Source: an optimization exercise on an open RTL-to-GDS flow (aim: small area and a short achievable clock period). Production flows keep margins and buffers that such runs may drop.
RTL that was checked went through simulation tests only; none was proved equivalent to the original.
Power is estimated from default activity; no workload was simulated.

==> run H: inputs <==
// antibuee_proto
module antibuee_proto (
    input              clk,
    input              rst,           
    input              ev_valid,
    input      [2:0]   ev_kind,       
    input      [7:0]   ev_op,         
    input      [7:0]   ev_data,       
    input              ev_wr_ok,      
    output reg         resp_valid,
    output reg [1:0]   resp_code,     
    output reg         tx_valid,
    output             tx_two,
    output     [7:0]   tx_b0,
    output reg [7:0]   tx_b1,
    output reg         ack_valid,
    output     [7:0]   ack_cmd,
    output             ack_success,
    output reg [3:0]   ack_reason,
    output reg         unk_valid,
    output     [6:0]   raw_len,
    output     [511:0] raw_bytes,
    output reg         stat_valid,
    output     [223:0] stat_m,
    output     [29:0]  stat_s,
    output     [15:0]  stat_ts,
    output reg         terr_valid,
    output     [7:0]   terr_op,
    output reg         conn_valid,
    output             conn_state
);
==> flow/config.mk <==
export PLATFORM = sky130hd
export DESIGN_NAME = antibuee_proto
export DESIGN_NICKNAME = antibuee_proto
export VERILOG_FILES = /design/flow/design.v
export SDC_FILE = /design/flow/constraint.sdc
export NUM_CORES = 4
export LEC_CHECK = 0
export CAP_MARGIN = 20
export CORE_MARGIN = 2
export CORE_UTILIZATION = 40
export SLEW_MARGIN = 20
==> flow/constraint.sdc <==
create_clock -name core_clock -period 12.0 [get_ports {clk}]
set_input_delay 2.4000 -clock core_clock [delete_from_list [all_inputs] [get_ports {clk}]]
set_output_delay 2.4000 -clock core_clock [all_outputs]
set_load 0.01 [all_outputs]
standard.sh (not shown) runs the stock make flow with config.mk's settings and CLKGATE_MAP_FILE= SYNTH_SCRIPT=/design/flow/synth_recipe.tcl, a recipe that flattens the netlist after the stock synthesis.
==> flow/flow/run.sh <==
#!/bin/bash
# Standard ORFS layout, with the port buffers made of the smallest buffer cell
# and clock tree synthesis without dummy loads.
set -euo pipefail
cd "$(dirname "$0")/.."
export BUFFER_PORTS_ARGS="-buffer_cell sky130_fd_sc_hd__buf_1"
export CTS_ARGS="-sink_clustering_enable -repair_clock_nets -dont_use_dummy_load"
bash standard.sh > orfs_make.log 2>&1
==> inputs of run G, as changes to run H <==
--- a/flow/design.v
+++ b/flow/design.v
@@ -6,13 +6,13 @@
     input      [7:0]   ev_op,         
     input      [7:0]   ev_data,       
     input              ev_wr_ok,      
     output reg         resp_valid,
     output reg [1:0]   resp_code,     
     output reg         tx_valid,
-    output             tx_two,
+    output reg         tx_two,
     output     [7:0]   tx_b0,
     output reg [7:0]   tx_b1,
     output reg         ack_valid,
     output     [7:0]   ack_cmd,
     output             ack_success,
     output reg [3:0]   ack_reason,
@@ -53,13 +53,12 @@
     reg        sf_ok;         
     reg [2:0]  sf_idx;        
     reg        sf_neg;        
     reg [1:0]  sf_fst;        
     reg        sf_shp;        
     reg        sf_pdv;        
-    reg [4:0]  sf_pd;         
     reg [31:0] fm [0:6];      
     reg [5:0]  fs [0:4];      
     genvar gi;
     generate
         for (gi = 0; gi < 64; gi = gi + 1) begin : g_raw
             assign raw_bytes[8*gi +: 8] = buf_mem[gi];
@@ -75,13 +74,12 @@
     assign raw_len     = len_q;
     assign conn_state  = connected;
     assign ack_success = ~ack_reason[3] & ~ack_reason[2];
     assign ack_cmd     = {4'h3, cmd};
     assign tx_b0       = {4'h3, cmd};
     assign terr_op     = {4'h3, cmd};
-    assign tx_two      = ~cmd[3] & (cmd[1] ^ cmd[0]);
     function [7:0] full_enc(input [6:0] p);
         begin
             case (p)
                 7'd0: full_enc = 8'd0;
                 7'd1: full_enc = 8'd2;
                 7'd2: full_enc = 8'd5;
@@ -190,36 +188,39 @@
     wire [7:0] b        = ev_data;
     wire       is_issue = ev_valid && (ev_kind == EV_ISSUE);
     wire       is_rx    = ev_valid && (ev_kind == EV_RX);
     wire       is_tick  = ev_valid && (ev_kind == EV_TICK);
     wire       is_conn  = ev_valid && (ev_kind == EV_CONNECT);
     wire       is_disc  = ev_valid && (ev_kind == EV_DISCONNECT);
+    wire [7:0] p = ev_data;
+    wire p_le9   = ~|p[7:4] & (~p[3] | ~|p[2:1]);
+    wire p_le100 = ~p[7] & (~p[6] | ~p[5] | (~p[4] & ~p[3] & (~p[2] | ~|p[1:0])));
     reg enc_ok;
     always @(*) begin
         case (ev_op)
             8'h30, 8'h37, 8'h38, 8'h39: enc_ok = 1'b1;
-            8'h31, 8'h32:               enc_ok = (ev_data <= 8'd9);
-            8'h36:                      enc_ok = (ev_data <= 8'd100);
+            8'h31, 8'h32:               enc_ok = p_le9;
+            8'h36:                      enc_ok = p_le100;
             default:                    enc_ok = 1'b0;
         endcase
     end
     wire st_idle  = (state == ST_IDLE);
     wire st_boot  = (state == ST_BOOT);
     wire st_await = (state == ST_AWAIT);
     wire issue_ok   = is_issue && enc_ok && st_idle && connected && ev_wr_ok;
     wire issue_terr = is_issue && enc_ok && st_idle && !(connected && ev_wr_ok);
     wire cmd_status  = cmd[3] & ~cmd[0];
-    wire timeout_due = st_await && (cmd_status ? (acnt == 4'd15) : (acnt >= 4'd5));
+    wire timeout_due = st_await && (cmd_status ? (&acnt) : (acnt[3] | acnt[2] & (acnt[1] | acnt[0])));
     wire hello_due   = st_boot && !boot2 && (bcnt == 3'd7);
-    wire status_due  = st_boot &&  boot2 && (bcnt >= 3'd3);
+    wire status_due  = st_boot &&  boot2 && (bcnt[2] | &bcnt[1:0]);
     wire auto_due    = is_tick && (hello_due || status_due);
     wire b_marker = (b[7:1] == 7'b0011010);        
     wire b_hash   = (b == 8'h23);
     wire b_minus  = (b == 8'h2D);
     wire b_point  = (b == 8'h2E);
-    wire b_digit  = (b[7:4] == 4'h3) && (b[3:0] <= 4'd9);
+    wire b_digit  = (b[7:4] == 4'h3) && (~b[3] | ~|b[2:1]);
     wire b_open   = (b == 8'h5B);
     wire b_close  = (b == 8'h5D);
     wire overflow = len[6];
     wire rx_sess  = is_rx && st_await;
     wire append   = rx_sess && !overflow;
     wire first    = append && (len == 7'd0);
@@ -266,13 +267,13 @@
         tx_valid   <= 1'b0;
         ack_valid  <= 1'b0;
         unk_valid  <= 1'b0;
         stat_valid <= 1'b0;
         terr_valid <= 1'b0;
         conn_valid <= 1'b0;
-        tx_b1      <= ev_op[2] ? full_enc(ev_data[6:0]) : {4'h3, ev_data[3:0]};
+        tx_b1      <= (ev_op[2] && !ev_kind[0]) ? full_enc(ev_data[6:0]) : {4'h3, ev_data[3:0]};
         resp_code  <= !enc_ok ? R_INVALID :
                       !st_idle ? R_BUSY :
                       !(connected && ev_wr_ok) ? R_TRANSPORT : R_ACCEPTED;
         ack_reason <= tick_to ? RS_TIMEOUT : rx_ovf ? RS_OVERFLOW : c_reason;
         len_q      <= len + {6'd0, append};
         len_clr    <= 1'b0;
@@ -283,12 +284,13 @@
         if (!st_boot || (is_tick && (hello_due || status_due)))
             bcnt <= 3'd0;
         else if (is_tick)
             bcnt <= bcnt + 3'd1;
         if (!st_await)
             cmd <= st_idle ? ev_op[3:0] : boot2 ? OPL_STATUS : OPL_HELLO;
+        tx_two <= st_idle & ~ev_op[3] & (ev_op[1] ^ ev_op[0]);
         if (rst) begin
             connected <= 1'b0;
             state     <= ST_IDLE;
             boot2     <= 1'b0;
             now       <= 16'd0;
             phase     <= PH_START;
@@ -366,19 +368,40 @@
     integer i;
     always @(posedge clk) begin
         for (i = 0; i < 64; i = i + 1)
             if (len == i)
                 buf_mem[i] <= b;
     end
-    wire [31:0] fm_mul = {fm[6][28:0], 3'b000} + {fm[6][30:0], 1'b0};
-    wire [31:0] fm_add = fm_mul + {{27{sf_pd[4]}}, sf_pd};
-    wire        fs_shift = sf_shp && (sf_idx <= 3'd4);
+    wire [3:0]  sf_pd = tx_b1[3:0];    
+    function [31:0] bk_add(input [31:0] a, input [31:0] b);
+        reg [31:0] g, p;
+        integer l, i;
+        begin
+            g = a & b;
+            p = a ^ b;
+            for (l = 1; l < 32; l = l * 2)
+                for (i = 2 * l - 1; i < 32; i = i + 2 * l) begin
+                    g[i] = g[i] | (p[i] & g[i-l]);
+                    p[i] = p[i] & p[i-l];
+                end
+            for (l = 8; l >= 1; l = l / 2)
+                for (i = 3 * l - 1; i < 32; i = i + 2 * l)
+                    g[i] = g[i] | (p[i] & g[i-l]);
+            bk_add = a ^ b ^ {g[30:0], 1'b0};
+        end
+    endfunction
+    wire [31:0] fm_x8  = {fm[6][28:0], 3'b000};
+    wire [31:0] fm_x2  = {fm[6][30:0], 1'b0};
+    wire [31:0] fm_d   = {{28{sf_neg}}, sf_pd ^ {4{sf_neg}}};
+    wire [31:0] fm_cs  = fm_x8 ^ fm_x2 ^ fm_d;
+    wire [31:0] fm_cc  = (fm_x8 & fm_x2) | (fm_x8 & fm_d) | (fm_x2 & fm_d);
+    wire [31:0] fm_add = bk_add(fm_cs, {fm_cc[30:0], sf_neg});
+    wire        fs_shift = sf_shp && ~(sf_idx[2] & (sf_idx[1] | sf_idx[0]));
     always @(posedge clk) begin
         sf_shp <= 1'b0;
         sf_pdv <= 1'b0;
-        sf_pd  <= sf_neg ? (5'd0 - {1'b0, b[3:0]}) : {1'b0, b[3:0]};
         if (first) begin
             sf_stat <= b_open;
             sf_ok   <= 1'b1;
             sf_idx  <= 3'd0;
             sf_neg  <= 1'b0;
             sf_fst  <= 2'b00;
@@ -394,13 +417,13 @@
                 sf_shp <= 1'b1;
             end else if (b_minus) begin
                 if (sf_fst != 2'b00 || sf_neg)
                     sf_ok <= 1'b0;
                 sf_neg <= 1'b1;
             end else if (b_point) begin
-                if (sf_fst != 2'b01 || sf_idx >= 3'd5)
+                if (sf_fst != 2'b01 || (sf_idx[2] & (sf_idx[1] | sf_idx[0])))
                     sf_ok <= 1'b0;
                 sf_fst <= 2'b10;
             end else if (b_digit) begin
                 sf_fst <= {sf_fst[1], 1'b1};
                 sf_pdv <= 1'b1;
             end else begin
==> flow/flow/run.sh (replaced) <==
#!/bin/bash
# Standard ORFS layout, with the port buffers made of the smallest buffer cell,
# clock tree synthesis without dummy loads, and timing repair aiming at a
# shorter period than the constraint (the constraint itself is unchanged).
set -euo pipefail
cd "$(dirname "$0")/.."
export BUFFER_PORTS_ARGS="-buffer_cell sky130_fd_sc_hd__buf_1"
export CTS_ARGS="-sink_clustering_enable -repair_clock_nets -dont_use_dummy_load -buf_list sky130_fd_sc_hd__clkbuf_16 -sink_clustering_size 24 -sink_clustering_max_diameter 100"
export SETUP_SLACK_MARGIN=8.3
bash standard.sh > orfs_make.log 2>&1
==> qor summary <==
metric	run G	run H
Status	finished clean	finished clean
Power drawn by the combinational cells	0.187 mW	0.212 mW
Master of the slowest instance on the critical path	sky130_fd_sc_hd__fa_1	sky130_fd_sc_hd__or3_4
CTS resizes	77	0
HP Start	fm[4][10]	fm[3][28]
TritonCTS Sinks	839	843
Number of buffers inserted to repair setup after CTS	14	0
Instance count of the mapped netlist	1699	1795
Die width	279 um	280 um
Tap Count	969	978
Placed Cells incl. Taps	3473	3580
Antenna diode instance count	0	3
Register clock-pin slew on the reported worst setup and hold paths	90 ps	60 ps
Capture instance of the worst register-to-register path	fm[6][31]	fm[6][27]
Critical path fanouts, max	4	12
Net Sw Frac	20.1%	20.3%
Mean Syn Cell Area	17.8 um^2	17.0 um^2
Layout clock buffers	44	87
Leak pwr	11.9 nW	11.9 nW
Critical Path Source	tx_b1[3]	ev_data[1]
Shortest period the worst path allows	3690 ps	4520 ps
CP Depth	15	10
For run H, only the layout was checked, not whether the RTL still works.

---

==> build 7 <==
antibuee_proto, a different RTL version from the one above (not shown whole).
export LEC_CHECK = 0
export CAP_MARGIN = 20
export CORE_MARGIN = 2
export CORE_UTILIZATION = 40
export SLEW_MARGIN = 20
create_clock -name core_clock -period 12.0 [get_ports {clk}]
==> flow/flow/run.sh <==
#!/bin/bash
# Standard ORFS layout, with the port buffers made of the smallest buffer cell,
# clock tree synthesis without dummy loads, and timing repair aiming at a
# shorter period than the constraint (the constraint itself is unchanged).
set -euo pipefail
cd "$(dirname "$0")/.."
export BUFFER_PORTS_ARGS="-buffer_cell sky130_fd_sc_hd__buf_1"
export CTS_ARGS="-sink_clustering_enable -repair_clock_nets -dont_use_dummy_load -buf_list sky130_fd_sc_hd__clkbuf_8 -root_buf sky130_fd_sc_hd__clkbuf_16 -sink_clustering_size 12 -sink_clustering_max_diameter 80"
export SETUP_SLACK_MARGIN=7.8
bash standard.sh > orfs_make.log 2>&1
==> build 43 (differences from build 7) <==
--- a/flow/design.v
+++ b/flow/design.v
@@ -5,15 +5,15 @@
     input      [2:0]   ev_kind,       
     input      [7:0]   ev_op,         
     input      [7:0]   ev_data,       
     input              ev_wr_ok,      
     output reg         resp_valid,
     output reg [1:0]   resp_code,     
     output reg         tx_valid,
-    output             tx_two,
+    output reg         tx_two,
     output     [7:0]   tx_b0,
     output reg [7:0]   tx_b1,
     output reg         ack_valid,
     output     [7:0]   ack_cmd,
     output             ack_success,
     output reg [3:0]   ack_reason,
     output reg         unk_valid,
@@ -52,15 +52,14 @@
     reg        sf_stat;       
     reg        sf_ok;         
     reg [2:0]  sf_idx;        
     reg        sf_neg;        
     reg [1:0]  sf_fst;        
     reg        sf_shp;        
     reg        sf_pdv;        
-    reg [4:0]  sf_pd;         
     reg [31:0] fm [0:6];      
     reg [5:0]  fs [0:4];      
     genvar gi;
     generate
         for (gi = 0; gi < 64; gi = gi + 1) begin : g_raw
             assign raw_bytes[8*gi +: 8] = buf_mem[gi];
         end
@@ -74,15 +73,14 @@
     assign stat_ts     = now;
     assign raw_len     = len_q;
     assign conn_state  = connected;
     assign ack_success = ~ack_reason[3] & ~ack_reason[2];
     assign ack_cmd     = {4'h3, cmd};
     assign tx_b0       = {4'h3, cmd};
     assign terr_op     = {4'h3, cmd};
-    assign tx_two      = ~cmd[3] & (cmd[1] ^ cmd[0]);
     function [7:0] full_enc(input [6:0] p);
         begin
             case (p)
                 7'd0: full_enc = 8'd0;
                 7'd1: full_enc = 8'd2;
                 7'd2: full_enc = 8'd5;
                 7'd3: full_enc = 8'd7;
@@ -268,15 +266,15 @@
         resp_valid <= 1'b0;
         tx_valid   <= 1'b0;
         ack_valid  <= 1'b0;
         unk_valid  <= 1'b0;
         stat_valid <= 1'b0;
         terr_valid <= 1'b0;
         conn_valid <= 1'b0;
-        tx_b1      <= ev_op[2] ? full_enc(ev_data[6:0]) : {4'h3, ev_data[3:0]};
+        tx_b1      <= (ev_op[2] && !ev_kind[0]) ? full_enc(ev_data[6:0]) : {4'h3, ev_data[3:0]};
         resp_code  <= !enc_ok ? R_INVALID :
                       !st_idle ? R_BUSY :
                       !(connected && ev_wr_ok) ? R_TRANSPORT : R_ACCEPTED;
         ack_reason <= tick_to ? RS_TIMEOUT : rx_ovf ? RS_OVERFLOW : c_reason;
         len_q      <= len + {6'd0, append};
         len_clr    <= 1'b0;
         if (!st_await)
@@ -285,14 +283,15 @@
             acnt <= acnt + 4'd1;
         if (!st_boot || (is_tick && (hello_due || status_due)))
             bcnt <= 3'd0;
         else if (is_tick)
             bcnt <= bcnt + 3'd1;
         if (!st_await)
             cmd <= st_idle ? ev_op[3:0] : boot2 ? OPL_STATUS : OPL_HELLO;
+        tx_two <= st_idle & ~ev_op[3] & (ev_op[1] ^ ev_op[0]);
         if (rst) begin
             connected <= 1'b0;
             state     <= ST_IDLE;
             boot2     <= 1'b0;
             now       <= 16'd0;
             phase     <= PH_START;
             len_clr   <= 1'b1;
@@ -368,14 +367,15 @@
     end
     integer i;
     always @(posedge clk) begin
         for (i = 0; i < 64; i = i + 1)
             if (len == i)
                 buf_mem[i] <= b;
     end
+    wire [3:0]  sf_pd = tx_b1[3:0];    
     function [31:0] bk_add(input [31:0] a, input [31:0] b);
         reg [31:0] g, p;
         integer l, i;
         begin
             g = a & b;
             p = a ^ b;
             for (l = 1; l < 32; l = l * 2)
@@ -387,23 +387,22 @@
                 for (i = 3 * l - 1; i < 32; i = i + 2 * l)
                     g[i] = g[i] | (p[i] & g[i-l]);
             bk_add = a ^ b ^ {g[30:0], 1'b0};
         end
     endfunction
     wire [31:0] fm_x8  = {fm[6][28:0], 3'b000};
     wire [31:0] fm_x2  = {fm[6][30:0], 1'b0};
-    wire [31:0] fm_d   = {{27{sf_pd[4]}}, sf_pd};
+    wire [31:0] fm_d   = {{28{sf_neg}}, sf_pd ^ {4{sf_neg}}};
     wire [31:0] fm_cs  = fm_x8 ^ fm_x2 ^ fm_d;
     wire [31:0] fm_cc  = (fm_x8 & fm_x2) | (fm_x8 & fm_d) | (fm_x2 & fm_d);
-    wire [31:0] fm_add = bk_add(fm_cs, {fm_cc[30:0], 1'b0});
+    wire [31:0] fm_add = bk_add(fm_cs, {fm_cc[30:0], sf_neg});
     wire        fs_shift = sf_shp && ~(sf_idx[2] & (sf_idx[1] | sf_idx[0]));
     always @(posedge clk) begin
         sf_shp <= 1'b0;
         sf_pdv <= 1'b0;
-        sf_pd  <= sf_neg ? (5'd0 - {1'b0, b[3:0]}) : {1'b0, b[3:0]};
         if (first) begin
             sf_stat <= b_open;
             sf_ok   <= 1'b1;
             sf_idx  <= 3'd0;
             sf_neg  <= 1'b0;
             sf_fst  <= 2'b00;
         end else if (append && ph_ack && !b_marker) begin
==> flow/flow/run.sh (replaced) <==
#!/bin/bash
# Standard ORFS layout, with the port buffers made of the smallest buffer cell,
# clock tree synthesis without dummy loads, and timing repair aiming at a
# shorter period than the constraint (the constraint itself is unchanged)
# from placement on.
set -euo pipefail
cd "$(dirname "$0")/.."
export BUFFER_PORTS_ARGS="-buffer_cell sky130_fd_sc_hd__buf_1"
export CTS_ARGS="-sink_clustering_enable -repair_clock_nets -dont_use_dummy_load -buf_list sky130_fd_sc_hd__clkbuf_16 -sink_clustering_size 24 -sink_clustering_max_diameter 100"
bash standard.sh synth floorplan > orfs_make_floorplan.log 2>&1
export SETUP_SLACK_MARGIN=8.3
bash standard.sh > orfs_make.log 2>&1
==> trial 65 (differences from build 7) <==
--- a/flow/design.v
+++ b/flow/design.v
@@ -5,15 +5,15 @@
     input      [2:0]   ev_kind,       
     input      [7:0]   ev_op,         
     input      [7:0]   ev_data,       
     input              ev_wr_ok,      
     output reg         resp_valid,
     output reg [1:0]   resp_code,     
     output reg         tx_valid,
-    output             tx_two,
+    output reg         tx_two,
     output     [7:0]   tx_b0,
     output reg [7:0]   tx_b1,
     output reg         ack_valid,
     output     [7:0]   ack_cmd,
     output             ack_success,
     output reg [3:0]   ack_reason,
     output reg         unk_valid,
@@ -52,15 +52,15 @@
     reg        sf_stat;       
     reg        sf_ok;         
     reg [2:0]  sf_idx;        
     reg        sf_neg;        
     reg [1:0]  sf_fst;        
     reg        sf_shp;        
     reg        sf_pdv;        
-    reg [4:0]  sf_pd;         
+    reg [3:0]  sf_pd;         
     reg [31:0] fm [0:6];      
     reg [5:0]  fs [0:4];      
     genvar gi;
     generate
         for (gi = 0; gi < 64; gi = gi + 1) begin : g_raw
             assign raw_bytes[8*gi +: 8] = buf_mem[gi];
         end
@@ -74,15 +74,14 @@
     assign stat_ts     = now;
     assign raw_len     = len_q;
     assign conn_state  = connected;
     assign ack_success = ~ack_reason[3] & ~ack_reason[2];
     assign ack_cmd     = {4'h3, cmd};
     assign tx_b0       = {4'h3, cmd};
     assign terr_op     = {4'h3, cmd};
-    assign tx_two      = ~cmd[3] & (cmd[1] ^ cmd[0]);
     function [7:0] full_enc(input [6:0] p);
         begin
             case (p)
                 7'd0: full_enc = 8'd0;
                 7'd1: full_enc = 8'd2;
                 7'd2: full_enc = 8'd5;
                 7'd3: full_enc = 8'd7;
@@ -285,14 +284,15 @@
             acnt <= acnt + 4'd1;
         if (!st_boot || (is_tick && (hello_due || status_due)))
             bcnt <= 3'd0;
         else if (is_tick)
             bcnt <= bcnt + 3'd1;
         if (!st_await)
             cmd <= st_idle ? ev_op[3:0] : boot2 ? OPL_STATUS : OPL_HELLO;
+        tx_two <= st_idle & ~ev_op[3] & (ev_op[1] ^ ev_op[0]);
         if (rst) begin
             connected <= 1'b0;
             state     <= ST_IDLE;
             boot2     <= 1'b0;
             now       <= 16'd0;
             phase     <= PH_START;
             len_clr   <= 1'b1;
@@ -387,23 +387,23 @@
                 for (i = 3 * l - 1; i < 32; i = i + 2 * l)
                     g[i] = g[i] | (p[i] & g[i-l]);
             bk_add = a ^ b ^ {g[30:0], 1'b0};
         end
     endfunction
     wire [31:0] fm_x8  = {fm[6][28:0], 3'b000};
     wire [31:0] fm_x2  = {fm[6][30:0], 1'b0};
-    wire [31:0] fm_d   = {{27{sf_pd[4]}}, sf_pd};
+    wire [31:0] fm_d   = {{28{sf_neg}}, sf_pd ^ {4{sf_neg}}};
     wire [31:0] fm_cs  = fm_x8 ^ fm_x2 ^ fm_d;
     wire [31:0] fm_cc  = (fm_x8 & fm_x2) | (fm_x8 & fm_d) | (fm_x2 & fm_d);
-    wire [31:0] fm_add = bk_add(fm_cs, {fm_cc[30:0], 1'b0});
+    wire [31:0] fm_add = bk_add(fm_cs, {fm_cc[30:0], sf_neg});
     wire        fs_shift = sf_shp && ~(sf_idx[2] & (sf_idx[1] | sf_idx[0]));
     always @(posedge clk) begin
         sf_shp <= 1'b0;
         sf_pdv <= 1'b0;
-        sf_pd  <= sf_neg ? (5'd0 - {1'b0, b[3:0]}) : {1'b0, b[3:0]};
+        sf_pd  <= b[3:0];
         if (first) begin
             sf_stat <= b_open;
             sf_ok   <= 1'b1;
             sf_idx  <= 3'd0;
             sf_neg  <= 1'b0;
             sf_fst  <= 2'b00;
         end else if (append && ph_ack && !b_marker) begin
==> flow/flow/run.sh (replaced) <==
#!/bin/bash
# Standard ORFS layout, with the port buffers made of the smallest buffer cell,
# clock tree synthesis without dummy loads, and timing repair aiming at a
# shorter period than the constraint (the constraint itself is unchanged).
set -euo pipefail
cd "$(dirname "$0")/.."
export BUFFER_PORTS_ARGS="-buffer_cell sky130_fd_sc_hd__buf_1"
export CTS_ARGS="-sink_clustering_enable -repair_clock_nets -dont_use_dummy_load -buf_list sky130_fd_sc_hd__clkbuf_16 -sink_clustering_size 24 -sink_clustering_max_diameter 100"
export SETUP_SLACK_MARGIN=8.6
bash standard.sh > orfs_make.log 2>&1
==> run summary <==
Run status: build 43 no timing/DRC/antenna violations; trial 65 no timing/DRC/antenna violations; build 7 no timing/DRC/antenna violations
Pin count of the biggest net entering global routing: build 43 92; trial 65 88; build 7 85
Antenna violations before repair: build 43 1; trial 65 4; build 7 0
Worst Min Path Start: build 43 fs[3][0]; trial 65 fm[5][21]; build 7 fm[5][25]
Number of sequential storage elements: build 43 839; trial 65 843; build 7 843
Detailed Place HPWL: build 43 63800 microns; trial 65 65900 microns; build 7 67900 microns
1st-iter DRT viols: build 43 1538; trial 65 1797; build 7 1773
Clkbuf count: build 43 43; trial 65 43; build 7 82
Worst setup skew after layout: build 43 81.4 ps; trial 65 55.5 ps; build 7 78.3 ps
Worst-skew pair later-pin latency: build 43 600 ps; trial 65 600 ps; build 7 610 ps
Fraction of final layout cells sized beyond drive strength 1: build 43 0.0881; trial 65 0.482; build 7 0.0569
Critical path capture point type: build 43 flip-flop; trial 65 output port; build 7 flip-flop
Endpoint of the worst setup timing path: build 43 tx_b1[0]; trial 65 ack_cmd[1]; build 7 tx_b1[0]
Routed via count divided by cell count: build 43 5.15; trial 65 5.22; build 7 5.20
Total Die Area: build 43 77800 sq um; trial 65 78000 sq um; build 7 77600 sq um
Initial Utilization: build 43 0.405; trial 65 0.406; build 7 0.404
Final critical-path required period: build 43 3750 ps; trial 65 3710 ps; build 7 4150 ps
Inverters: build 43 48; trial 65 45; build 7 42
RSZ-0062 raised after global routing: build 43 yes; trial 65 yes; build 7 no
Function not checked in build 7: the RTL went through the layout flow alone.

## port drivers added, routing unchanged
The flow's constraints put no driver on any port. The routed layouts listed below were extracted and timed again, unchanged, in two steps. Step 1 sets driving cells, clkbuf_16 on the clock port and buf_2 on the other inputs (assumed; they add their load-dependent delay and slew). Step 2 times the ports against the registers' clock, not the clock port: input delays grow and output delays shrink by t, the midpoint of the rising clock arrivals with the driver on. Slacks: ideal ports / drivers / drivers and shift; pairs: ideal ports / drivers.
run | t, ns | setup slack, ns | clock arrival spread, ns | pins driven straight from the clock port
run H | 0.674 | 7.483 / 7.530 / 6.856 | 0.092 / 0.092 | 1
run G | 0.631 | 8.313 / 8.207 / 7.576 | 0.083 / 0.082 | 1
build 7 | 0.637 | 7.853 / 7.880 / 7.247 | 0.079 / 0.079 | 1
build 43 | 0.621 | 8.249 / 8.231 / 7.637 | 0.083 / 0.083 | 1
trial 65 | 0.639 | 8.290 / 8.186 / 7.546 | 0.063 / 0.063 | 1
After both steps every run listed still meets setup and hold. For trial 65, which loses most, drivers alone change the setup slack by -0.104 ns; drivers and shift together by -0.744 ns.
